From an optimization exercise on the open Yosys and OpenROAD flow, aimed at small area, a short achievable clock period and few clock cycles; shortcuts taken in it are not production practice.
Function was checked by simulation only, so behaviour that the tests miss may differ from the original.

==> run E: inputs <==
==> flow/design.v <==
module dfa_fe (
    input  wire        clk,
    input  wire        rst,           
    input  wire        bus_en,
    input  wire        bus_we,
    input  wire [3:0]  bus_addr,      
    input  wire [31:0] bus_wdata,
    output reg  [31:0] bus_rdata,
    output wire        out_valid,
    input  wire        out_ready,
    output reg  [7:0]  out_data,
    output wire [31:0] out_msg_id,
    output wire [31:0] out_frag_id,
    output wire        out_sof,
    output wire        out_eof
);
    localparam [3:0] A_CMD        = 4'h0,
                     A_STATUS     = 4'h1,
                     A_CFG_N      = 4'h2,
                     A_CFG_P      = 4'h3,
                     A_CFG_C      = 4'h4,
                     A_MSG_ID     = 4'h5,
                     A_ACT_N      = 4'h6,
                     A_ACT_P      = 4'h7,
                     A_ACT_C      = 4'h8,
                     A_CUR_MSG    = 4'h9,
                     A_CUR_FRAG   = 4'hA,
                     A_FRAG_TOTAL = 4'hB;
    localparam [3:0] E_NONE      = 4'h0,
                     E_MSG_COUNT = 4'h1,
                     E_PAY_NEG   = 4'h2,
                     E_CW_NONPOS = 4'h3,
                     E_CW_SMALL  = 4'h4,
                     E_NO_ROOM   = 4'h5,
                     E_NOT_CFG   = 4'h8,
                     E_BAD_ID    = 4'h9,
                     E_ILLEGAL   = 4'hF;
    localparam [1:0] S_HDR = 2'd0,      
                     S_PAY = 2'd1,      
                     S_FTR = 2'd2,      
                     S_PAD = 2'd3;      
    reg [31:0] cfg_n, cfg_p, cfg_c, msg_id;
    reg [30:0] act_n, act_p, act_c;
    reg        act_ok;
    reg [30:0] cur_msg, cur_frag;
    reg        cur_ok;
    reg        single;                
    reg [30:0] pay_left;              
    reg        pay_zero;              
    reg [30:0] blk_left;              
    reg [1:0]  sect;
    reg [2:0]  sidx;                  
    reg        busy, done, cfg_valid, dropped;
    reg [3:0]  err;
    wire [31:0] status_word = {24'd0, err, dropped, cfg_valid, done, busy};
    wire rs_status = (bus_addr == A_STATUS);
    wire rs_cfg_n  = (bus_addr == A_CFG_N);
    wire rs_cfg_p  = (bus_addr == A_CFG_P);
    wire rs_cfg_c  = (bus_addr == A_CFG_C);
    wire rs_msg_id = (bus_addr == A_MSG_ID);
    wire rs_act_n  = (bus_addr == A_ACT_N) && act_ok;
    wire rs_act_p  = (bus_addr == A_ACT_P) && act_ok;
    wire rs_act_c  = (bus_addr == A_ACT_C) && act_ok;
    wire rs_cur_m  = (bus_addr == A_CUR_MSG) && cur_ok;
    wire rs_cur_f  = (bus_addr == A_CUR_FRAG || bus_addr == A_FRAG_TOTAL) && cur_ok;
    always @(*) begin
        bus_rdata = ({32{rs_status}} & status_word)
                  | ({32{rs_cfg_n}}  & cfg_n)
                  | ({32{rs_cfg_p}}  & cfg_p)
                  | ({32{rs_cfg_c}}  & cfg_c)
                  | ({32{rs_msg_id}} & msg_id)
                  | ({32{rs_act_n}}  & {1'b0, act_n})
                  | ({32{rs_act_p}}  & {1'b0, act_p})
                  | ({32{rs_act_c}}  & {1'b0, act_c})
                  | ({32{rs_cur_m}}  & {1'b0, cur_msg})
                  | ({32{rs_cur_f}}  & {1'b0, cur_frag});
    end
    wire        wr       = bus_en && bus_we;
    wire        cmd_wr   = wr && (bus_addr == A_CMD);
    wire [31:0] cmd      = bus_wdata;
    wire        cmd_nz   = (cmd != 32'd0);
    wire        cmd_legal = (cmd[31:4] == 28'd0) && (cmd[3:0] < 4'h4);
    wire        accept   = cmd_wr && cmd_nz && !busy;
    wire signed [31:0] vn = cfg_n;
    wire signed [31:0] vp = cfg_p;
    wire signed [31:0] vc = cfg_c;
    reg  [3:0]  cfg_err;
    always @(*) begin
        if (vn <= 0)                 cfg_err = E_MSG_COUNT;
        else if (vp < 0)             cfg_err = E_PAY_NEG;
        else if (vc <= 0)            cfg_err = E_CW_NONPOS;
        else if (vc < 12)            cfg_err = E_CW_SMALL;
        else if (vc == 12 && vp > 0) cfg_err = E_NO_ROOM;
        else                         cfg_err = E_NONE;
    end
    wire do_config = accept && cmd_legal && cmd[1:0] == 2'd1 && cfg_err == E_NONE;
    wire do_start  = accept && cmd_legal && cmd[1] && cfg_valid &&
                     !(cmd[0] && $signed(msg_id) <= 0);
    wire [31:0] wd = rst ? 32'd0 : bus_wdata;
    always @(posedge clk) begin
        if (rst || (wr && bus_addr == A_CFG_N))  cfg_n  <= wd;
        if (rst || (wr && bus_addr == A_CFG_P))  cfg_p  <= wd;
        if (rst || (wr && bus_addr == A_CFG_C))  cfg_c  <= wd;
        if (rst || (wr && bus_addr == A_MSG_ID)) msg_id <= wd;
    end
    always @(posedge clk) begin
        if (do_config) begin
            act_n <= cfg_n[30:0];
            act_p <= cfg_p[30:0];
            act_c <= cfg_c[30:0];
        end
    end
    wire actp_zero = (act_p == 31'd0);
    wire pay_one  = (pay_left == 31'd1);
    wire blk_hi0  = (blk_left[30:3] == 28'd0);
    wire blk_one  = blk_hi0 && blk_left[2:0] == 3'd1;
    wire blk_five = blk_hi0 && blk_left[2:0] == 3'd5;
    wire frag_one = (cur_frag == 31'd1);
    wire last_msg = single || (cur_msg == act_n);
    wire [1:0] msg_m1  = cur_msg[1:0] - 2'd1;
    wire [1:0] frag_m2 = cur_frag[1:0] - 2'd2;
    always @(*) begin
        case (sect)
            S_HDR:
                if (sidx == 3'd6)      out_data = {6'd0, msg_m1};
                else if (sidx == 3'd7) out_data = frag_one ? 8'hD5 : {6'd0, frag_m2};
                else                   out_data = 8'h07;
            S_PAY: out_data = 8'hFF;
            S_FTR:
                if (pay_zero)           
                    case (sidx[1:0])
                        2'd0: out_data = 8'hAA;
                        2'd1: out_data = 8'hBB;
                        2'd2: out_data = 8'hCC;
                        default: out_data = 8'hDD;
                    endcase
                else                    
                    case (sidx[1:0])
                        2'd0: out_data = 8'h11;
                        2'd1: out_data = 8'h22;
                        2'd2: out_data = 8'h33;
                        default: out_data = 8'h44;
                    endcase
            default: out_data = 8'h00;
        endcase
    end
    assign out_valid   = busy;
    assign out_msg_id  = {1'b0, cur_msg};
    assign out_frag_id = {1'b0, cur_frag};
    assign out_sof     = (sect == S_HDR) && (sidx == 3'd0);
    assign out_eof     = blk_one;
    wire xfer = busy && out_ready;
    always @(posedge clk) begin
        if (do_start) begin
            blk_left <= act_c;
            pay_left <= act_p;
            pay_zero <= actp_zero;
            sect     <= S_HDR;
            sidx     <= 3'd0;
        end else if (xfer) begin
            blk_left <= blk_one ? act_c : blk_left - 31'd1;
            case (sect)
                S_HDR: begin
                    sidx <= sidx + 3'd1;
                    if (sidx == 3'd7) sect <= pay_zero ? S_FTR : S_PAY;
                end
                S_PAY: begin
                    pay_left <= pay_left - 31'd1;
                    pay_zero <= pay_one;
                    if (pay_one || blk_five) sect <= S_FTR;
                end
                S_FTR: begin
                    sidx <= sidx + 3'd1;
                    if (sidx[1:0] == 2'd3) sect <= S_PAD;
                end
                default: ;
            endcase
            if (blk_one) begin
                sect <= S_HDR;
                sidx <= 3'd0;
                if (pay_zero && !last_msg) begin
                    pay_left <= act_p;
                    pay_zero <= actp_zero;
                end
            end
        end
    end
    always @(posedge clk) begin
        if (do_start) begin
            cur_msg  <= cmd[0] ? msg_id[30:0] : 31'd1;
            single   <= cmd[0];
            cur_frag <= 31'd1;
        end else if (xfer && blk_one) begin
            if (!pay_zero) begin
                cur_frag <= cur_frag + 31'd1;
            end else if (!last_msg) begin
                cur_msg  <= cur_msg + 31'd1;
                cur_frag <= 31'd1;
            end
        end
    end
    always @(posedge clk) begin
        if (rst) begin
            busy      <= 1'b0;
            done      <= 1'b0;
            cfg_valid <= 1'b0;
            dropped   <= 1'b0;
            err       <= E_NONE;
            act_ok    <= 1'b0;
            cur_ok    <= 1'b0;
        end else begin
            if (cmd_wr && cmd_nz) begin
                if (busy) begin
                    dropped <= 1'b1;
                end else begin
                    done    <= 1'b0;
                    err     <= E_NONE;
                    dropped <= 1'b0;
                    if (!cmd_legal) begin
                        err <= E_ILLEGAL;
                    end else begin
                        case (cmd[1:0])
                            2'd1: begin  
                                if (cfg_err != E_NONE) begin
                                    cfg_valid <= 1'b0;
                                    err       <= cfg_err;
                                end else begin
                                    cfg_valid <= 1'b1;
                                    act_ok    <= 1'b1;
                                    done      <= 1'b1;
                                end
                            end
                            2'd2, 2'd3: begin  
                                if (!cfg_valid)
                                    err <= E_NOT_CFG;
                                else if (cmd[0] && $signed(msg_id) <= 0)
                                    err <= E_BAD_ID;
                                else begin
                                    busy   <= 1'b1;
                                    cur_ok <= 1'b1;
                                end
                            end
                            default: ;
                        endcase
                    end
                end
            end
            if (xfer && blk_one && pay_zero && last_msg) begin
                busy <= 1'b0;
                done <= 1'b1;
            end
        end
    end
endmodule
==> flow/flow/run.sh <==
#!/bin/bash
# Own layout flow: the standard ORFS flow (standard.sh) with a few knobs
# changed:
#  - ports are buffered with the smallest buffer (buf_1) instead of the
#    default pick; timing repair may then resize them,
#  - timing repair may change cell footprints and aims beyond the plain
#    clock period (setup margin),
#  - the clock tree uses clkbuf_8 buffers, larger sink clusters and no
#    dummy loads,
#  - besides the platform's don't-use cells (dont_use.txt repeats them), the
#    slow wide and-or-invert cells with three-high stacks (a222oi, o2111ai,
#    a2111oi) are not used, so the register read multiplexer maps to faster
#    two-level logic. Registers are unaffected.
# The make output goes to flow_make.log in the work folder; every ORFS step
# also keeps its own log under orfs/logs.
set -euo pipefail
HERE="$(dirname "$0")"
MARGIN=$(cat "$HERE/margin.txt")
DONT_USE=$(cat "$HERE/dont_use.txt")
bash standard.sh \
  "DONT_USE_CELLS=$DONT_USE" \
  MATCH_CELL_FOOTPRINT=0 \
  SETUP_SLACK_MARGIN=$MARGIN \
  "BUFFER_PORTS_ARGS=-buffer_cell sky130_fd_sc_hd__buf_1" \
  "CTS_ARGS=-sink_clustering_enable -repair_clock_nets -dont_use_dummy_load -buf_list sky130_fd_sc_hd__clkbuf_8 -sink_clustering_size 16 -sink_clustering_max_diameter 50" \
  finish > flow_make.log 2>&1
==> flow/flow/dont_use.txt <==
sky130_fd_sc_hd__probe_p_8 sky130_fd_sc_hd__probec_p_8 sky130_fd_sc_hd__lpflow_bleeder_1 sky130_fd_sc_hd__lpflow_clkbufkapwr_1 sky130_fd_sc_hd__lpflow_clkbufkapwr_16 sky130_fd_sc_hd__lpflow_clkbufkapwr_2 sky130_fd_sc_hd__lpflow_clkbufkapwr_4 sky130_fd_sc_hd__lpflow_clkbufkapwr_8 sky130_fd_sc_hd__lpflow_clkinvkapwr_1 sky130_fd_sc_hd__lpflow_clkinvkapwr_16 sky130_fd_sc_hd__lpflow_clkinvkapwr_2 sky130_fd_sc_hd__lpflow_clkinvkapwr_4 sky130_fd_sc_hd__lpflow_clkinvkapwr_8 sky130_fd_sc_hd__lpflow_decapkapwr_12 sky130_fd_sc_hd__lpflow_decapkapwr_3 sky130_fd_sc_hd__lpflow_decapkapwr_4 sky130_fd_sc_hd__lpflow_decapkapwr_6 sky130_fd_sc_hd__lpflow_decapkapwr_8 sky130_fd_sc_hd__lpflow_inputiso0n_1 sky130_fd_sc_hd__lpflow_inputiso0p_1 sky130_fd_sc_hd__lpflow_inputiso1n_1 sky130_fd_sc_hd__lpflow_inputiso1p_1 sky130_fd_sc_hd__lpflow_inputisolatch_1 sky130_fd_sc_hd__lpflow_isobufsrc_1 sky130_fd_sc_hd__lpflow_isobufsrc_16 sky130_fd_sc_hd__lpflow_isobufsrc_2 sky130_fd_sc_hd__lpflow_isobufsrc_4 sky130_fd_sc_hd__lpflow_isobufsrc_8 sky130_fd_sc_hd__lpflow_isobufsrckapwr_16 sky130_fd_sc_hd__lpflow_lsbuf_lh_hl_isowell_tap_1 sky130_fd_sc_hd__lpflow_lsbuf_lh_hl_isowell_tap_2 sky130_fd_sc_hd__lpflow_lsbuf_lh_hl_isowell_tap_4 sky130_fd_sc_hd__lpflow_lsbuf_lh_isowell_4 sky130_fd_sc_hd__lpflow_lsbuf_lh_isowell_tap_1 sky130_fd_sc_hd__lpflow_lsbuf_lh_isowell_tap_2 sky130_fd_sc_hd__lpflow_lsbuf_lh_isowell_tap_4 sky130_fd_sc_hd__a222oi_1 sky130_fd_sc_hd__o2111ai_1 sky130_fd_sc_hd__o2111ai_2 sky130_fd_sc_hd__o2111ai_4 sky130_fd_sc_hd__a2111oi_0 sky130_fd_sc_hd__a2111oi_1 sky130_fd_sc_hd__a2111oi_2 sky130_fd_sc_hd__a2111oi_4
==> flow/flow/margin.txt <==
6.5
==> flow/standard.sh <==
#!/bin/bash
# synth_recipe.tcl (not shown) runs the flow's synth.tcl, then flattens the netlist and writes it again
# the make line also repeats each setting of config.mk as NAME=value (left out here)
make -C /OpenROAD-flow-scripts/flow DESIGN_CONFIG=/design/flow/config.mk WORK_HOME=/design/flow/orfs CLKGATE_MAP_FILE= SYNTH_SCRIPT=/design/flow/synth_recipe.tcl "${@:-finish}"
==> flow/config.mk <==
export PLATFORM = sky130hd
export DESIGN_NAME = dfa_fe
export DESIGN_NICKNAME = dfa_fe
export VERILOG_FILES = /design/flow/design.v
export SDC_FILE = /design/flow/constraint.sdc
export NUM_CORES = 4
export LEC_CHECK = 0
export CAP_MARGIN = 20
export CORE_MARGIN = 2
export CORE_UTILIZATION = 40
export SLEW_MARGIN = 20
==> flow/constraint.sdc <==
create_clock -name core_clock -period 11.0 [get_ports {clk}]
set_input_delay 2.2000 -clock core_clock [delete_from_list [all_inputs] [get_ports {clk}]]
set_output_delay 2.2000 -clock core_clock [all_outputs]
set_load 0.01 [all_outputs]
==> inputs of run R, as changes to run E <==
--- a/flow/design.v
+++ b/flow/design.v
@@ -151,13 +151,22 @@
     assign out_eof     = blk_one;
     wire xfer = busy && out_ready;
+    wire frame_end = xfer && blk_one;
+    wire msg_next  = frame_end && pay_zero && !last_msg;
+    wire pay_step  = xfer && (sect == S_PAY);
+    wire frag_step = frame_end && !pay_zero;
+    always @(posedge clk) begin
+        blk_left <= (do_start || frame_end) ? act_c : blk_left - {30'd0, xfer};
+        pay_left <= (do_start || msg_next)  ? act_p : pay_left - {30'd0, pay_step};
+        cur_frag <= (do_start || msg_next)  ? 31'd1 : cur_frag + {30'd0, frag_step};
+        cur_msg  <= do_start ? (cmd[0] ? msg_id[30:0] : 31'd1)
+                             : cur_msg + {30'd0, msg_next};
+    end
     always @(posedge clk) begin
         if (do_start) begin
-            blk_left <= act_c;
-            pay_left <= act_p;
             pay_zero <= actp_zero;
             sect     <= S_HDR;
             sidx     <= 3'd0;
+            single   <= cmd[0];
         end else if (xfer) begin
-            blk_left <= blk_one ? act_c : blk_left - 31'd1;
             case (sect)
                 S_HDR: begin
@@ -166,5 +175,4 @@
                 end
                 S_PAY: begin
-                    pay_left <= pay_left - 31'd1;
                     pay_zero <= pay_one;
                     if (pay_one || blk_five) sect <= S_FTR;
@@ -179,22 +187,5 @@
                 sect <= S_HDR;
                 sidx <= 3'd0;
-                if (pay_zero && !last_msg) begin
-                    pay_left <= act_p;
-                    pay_zero <= actp_zero;
-                end
-            end
-        end
-    end
-    always @(posedge clk) begin
-        if (do_start) begin
-            cur_msg  <= cmd[0] ? msg_id[30:0] : 31'd1;
-            single   <= cmd[0];
-            cur_frag <= 31'd1;
-        end else if (xfer && blk_one) begin
-            if (!pay_zero) begin
-                cur_frag <= cur_frag + 31'd1;
-            end else if (!last_msg) begin
-                cur_msg  <= cur_msg + 31'd1;
-                cur_frag <= 31'd1;
+                if (pay_zero && !last_msg) pay_zero <= actp_zero;
             end
         end
==> flow/flow/run.sh (replaced) <==
#!/bin/bash
# Own layout flow: the standard ORFS flow (standard.sh, unchanged synthesis)
# with a few knobs changed:
#  - ports are buffered with the smallest buffer (buf_1) instead of the
#    default pick; timing repair may then resize them,
#  - timing repair may change cell footprints and aims beyond the plain
#    clock period (setup margin),
#  - the clock tree uses clkbuf_8 buffers, larger sink clusters and no
#    dummy loads.
# The make output goes to flow_make.log in the work folder; every ORFS step
# also keeps its own log under orfs/logs.
set -euo pipefail
MARGIN=$(cat "$(dirname "$0")/margin.txt")
bash standard.sh \
  MATCH_CELL_FOOTPRINT=0 \
  SETUP_SLACK_MARGIN=$MARGIN \
  "BUFFER_PORTS_ARGS=-buffer_cell sky130_fd_sc_hd__buf_1" \
  "CTS_ARGS=-sink_clustering_enable -repair_clock_nets -dont_use_dummy_load -buf_list sky130_fd_sc_hd__clkbuf_8 -sink_clustering_size 16 -sink_clustering_max_diameter 50" \
  finish > flow_make.log 2>&1
==> flow/flow/margin.txt (replaced) <==
4.0
removed: flow/flow/dont_use.txt
==> inputs of run C, as changes to run E <==
--- a/flow/design.v
+++ b/flow/design.v
@@ -47,5 +47,4 @@
     reg        single;                
     reg [30:0] pay_left;              
-    reg        pay_zero;              
     reg [30:0] blk_left;              
     reg [1:0]  sect;
@@ -54,25 +53,19 @@
     reg [3:0]  err;
     wire [31:0] status_word = {24'd0, err, dropped, cfg_valid, done, busy};
-    wire rs_status = (bus_addr == A_STATUS);
-    wire rs_cfg_n  = (bus_addr == A_CFG_N);
-    wire rs_cfg_p  = (bus_addr == A_CFG_P);
-    wire rs_cfg_c  = (bus_addr == A_CFG_C);
-    wire rs_msg_id = (bus_addr == A_MSG_ID);
-    wire rs_act_n  = (bus_addr == A_ACT_N) && act_ok;
-    wire rs_act_p  = (bus_addr == A_ACT_P) && act_ok;
-    wire rs_act_c  = (bus_addr == A_ACT_C) && act_ok;
-    wire rs_cur_m  = (bus_addr == A_CUR_MSG) && cur_ok;
-    wire rs_cur_f  = (bus_addr == A_CUR_FRAG || bus_addr == A_FRAG_TOTAL) && cur_ok;
     always @(*) begin
-        bus_rdata = ({32{rs_status}} & status_word)
-                  | ({32{rs_cfg_n}}  & cfg_n)
-                  | ({32{rs_cfg_p}}  & cfg_p)
-                  | ({32{rs_cfg_c}}  & cfg_c)
-                  | ({32{rs_msg_id}} & msg_id)
-                  | ({32{rs_act_n}}  & {1'b0, act_n})
-                  | ({32{rs_act_p}}  & {1'b0, act_p})
-                  | ({32{rs_act_c}}  & {1'b0, act_c})
-                  | ({32{rs_cur_m}}  & {1'b0, cur_msg})
-                  | ({32{rs_cur_f}}  & {1'b0, cur_frag});
+        case (bus_addr)
+            A_STATUS:     bus_rdata = status_word;
+            A_CFG_N:      bus_rdata = cfg_n;
+            A_CFG_P:      bus_rdata = cfg_p;
+            A_CFG_C:      bus_rdata = cfg_c;
+            A_MSG_ID:     bus_rdata = msg_id;
+            A_ACT_N:      bus_rdata = act_ok ? {1'b0, act_n} : 32'd0;
+            A_ACT_P:      bus_rdata = act_ok ? {1'b0, act_p} : 32'd0;
+            A_ACT_C:      bus_rdata = act_ok ? {1'b0, act_c} : 32'd0;
+            A_CUR_MSG:    bus_rdata = cur_ok ? {1'b0, cur_msg} : 32'd0;
+            A_CUR_FRAG,
+            A_FRAG_TOTAL: bus_rdata = cur_ok ? {1'b0, cur_frag} : 32'd0;
+            default:      bus_rdata = 32'd0;
+        endcase
     end
     wire        wr       = bus_en && bus_we;
@@ -111,5 +104,5 @@
         end
     end
-    wire actp_zero = (act_p == 31'd0);
+    wire pay_zero = (pay_left == 31'd0);
     wire pay_one  = (pay_left == 31'd1);
     wire blk_hi0  = (blk_left[30:3] == 28'd0);
@@ -155,5 +148,4 @@
             blk_left <= act_c;
             pay_left <= act_p;
-            pay_zero <= actp_zero;
             sect     <= S_HDR;
             sidx     <= 3'd0;
@@ -167,5 +159,4 @@
                 S_PAY: begin
                     pay_left <= pay_left - 31'd1;
-                    pay_zero <= pay_one;
                     if (pay_one || blk_five) sect <= S_FTR;
                 end
@@ -179,8 +170,5 @@
                 sect <= S_HDR;
                 sidx <= 3'd0;
-                if (pay_zero && !last_msg) begin
-                    pay_left <= act_p;
-                    pay_zero <= actp_zero;
-                end
+                if (pay_zero && !last_msg) pay_left <= act_p;
             end
         end
==> flow/run.sh (new file) <==
#!/bin/bash
# synth_recipe.tcl (not shown) runs the flow's synth.tcl, then flattens the netlist and writes it again
# the make line also repeats each setting of config.mk as NAME=value (left out here)
make -C /OpenROAD-flow-scripts/flow DESIGN_CONFIG=/design/flow/config.mk WORK_HOME=/design/flow/orfs CLKGATE_MAP_FILE= SYNTH_SCRIPT=/design/flow/synth_recipe.tcl finish
Settings changed: ABC_CLOCK_PERIOD_IN_PS set to 5000, CORE_UTILIZATION 40 to 60, SETUP_SLACK_MARGIN set to 5.
removed: flow/flow/run.sh
removed: flow/flow/dont_use.txt
removed: flow/flow/margin.txt
removed: flow/standard.sh
==> results_dict.tcl <==
set metrics [dict create \
    die_height_um 178 \
    maximum_number_of_pins_on_one_net_before_global_route_repair 87 \
    outcome "complete, no violations" \
    worstPathCellList "clkbuf_4 -> nand2_4 -> nor3_2 -> buf_12 -> a221o_1 -> clkdlybuf4s50_1" \
    number_of_antenna_violations_at_the_first_check_in_global_routing 2 \
    starting_density_of_the_core_pct 61.2 \
    dr_wl_met2_mm 29.0 \
    antenna_cells 1 \
    postSynthRegisterBits 361 \
    n_multi_input_combinational_cell 1069 \
]
-- figures above: run C

==> results_dict.tcl <==
set metrics [dict create \
    die_height_um 209 \
    number_of_antenna_violations_at_the_first_check_in_global_routing 3 \
    antenna_cells 1 \
    synth_compound_gate_area_share_pct 11.2 \
    maximum_number_of_pins_on_one_net_before_global_route_repair 71 \
    outcome "complete, no violations" \
    period_utilisation_layout_pct 58.4 \
    starting_density_of_the_core_pct 40.3 \
    dr_wl_met2_mm 26.5 \
    htree_num_levels 2 \
    worstPathCellList "buf_1 -> nor3b_1 -> and3_2 -> a222oi_1 -> and3_1 -> nand2_1 -> buf_1" \
    n_multi_input_combinational_cell 1014 \
    drt-initial-drc-count 1806 \
]
-- figures above: run R

==> results_dict.tcl <==
set metrics [dict create \
    via_count 15100 \
    die_height_um 215 \
    dr_wl_met2_mm 30.2 \
    firstDrtPassIters 5 \
    outcome "complete, no violations" \
    drc 0 \
    netSwitchingFraction_pct 24.4 \
    number_of_antenna_violations_at_the_first_check_in_global_routing 2 \
    worstPathCellList "buf_8 -> buf_12 -> nor4_4 -> buf_4 -> clkbuf_16 -> a22o_1 -> a221oi_2 -> nand3_1 -> buf_2" \
    required_ps 8800 \
    placed_cells 2256 \
    first_global_vias 14000 \
    antenna_cells 0 \
    synth_warnings 1 \
    postSynthRegisterBits 362 \
    starting_density_of_the_core_pct 40.4 \
    top_delay_family_on_crit_path "buffers and inverters" \
    post-dp-hpwl_mm 45.8 \
    n_multi_input_combinational_cell 1109 \
]
-- figures above: run E

Testbench counts of run E, summed over its fixed seeds: cycles 59,163.
Testbench counts of run R, summed over its fixed seeds: cycles 59,163.
Testbench counts of run C, summed over its fixed seeds: cycles 59,163.

-- afterwards: timing with drivers on the ports --
The results above use ideal ports. As a check the final layouts listed here were re-extracted and re-timed, cells and wires unchanged.
Step 1 assumes that a clkbuf_16 drives the clock port and a buf_2 every other input.
Step 2 times the ports against the registers' clock, not the clock port: input delays grow and output delays shrink by t, the midpoint of the rising clock arrivals with the driver on.
a / b / c = no drivers / after step 1 / after step 2; a / b = the first two.
| run | t (ns) | slack for setup (ns) | worst setup path after step 2 | clock arrival spread, ns | pins driven straight from the clock port |
|---|---|---|---|---|---|
| run E | 0.668 | 5.127 / 5.081 / 5.081 | input to output | 0.072 / 0.072 | 1 |
| run R | 0.613 | 4.579 / 4.547 / 4.547 | input to output | 0.048 / 0.048 | 1 |
| run C | 0.589 | 4.940 / 4.901 / 4.665 | input to register | 0.019 / 0.019 | 1 |
After both steps every run listed still meets setup and hold. The setup slack of run C, which loses most, moves by -0.039 ns with the drivers and by -0.275 ns with both steps.
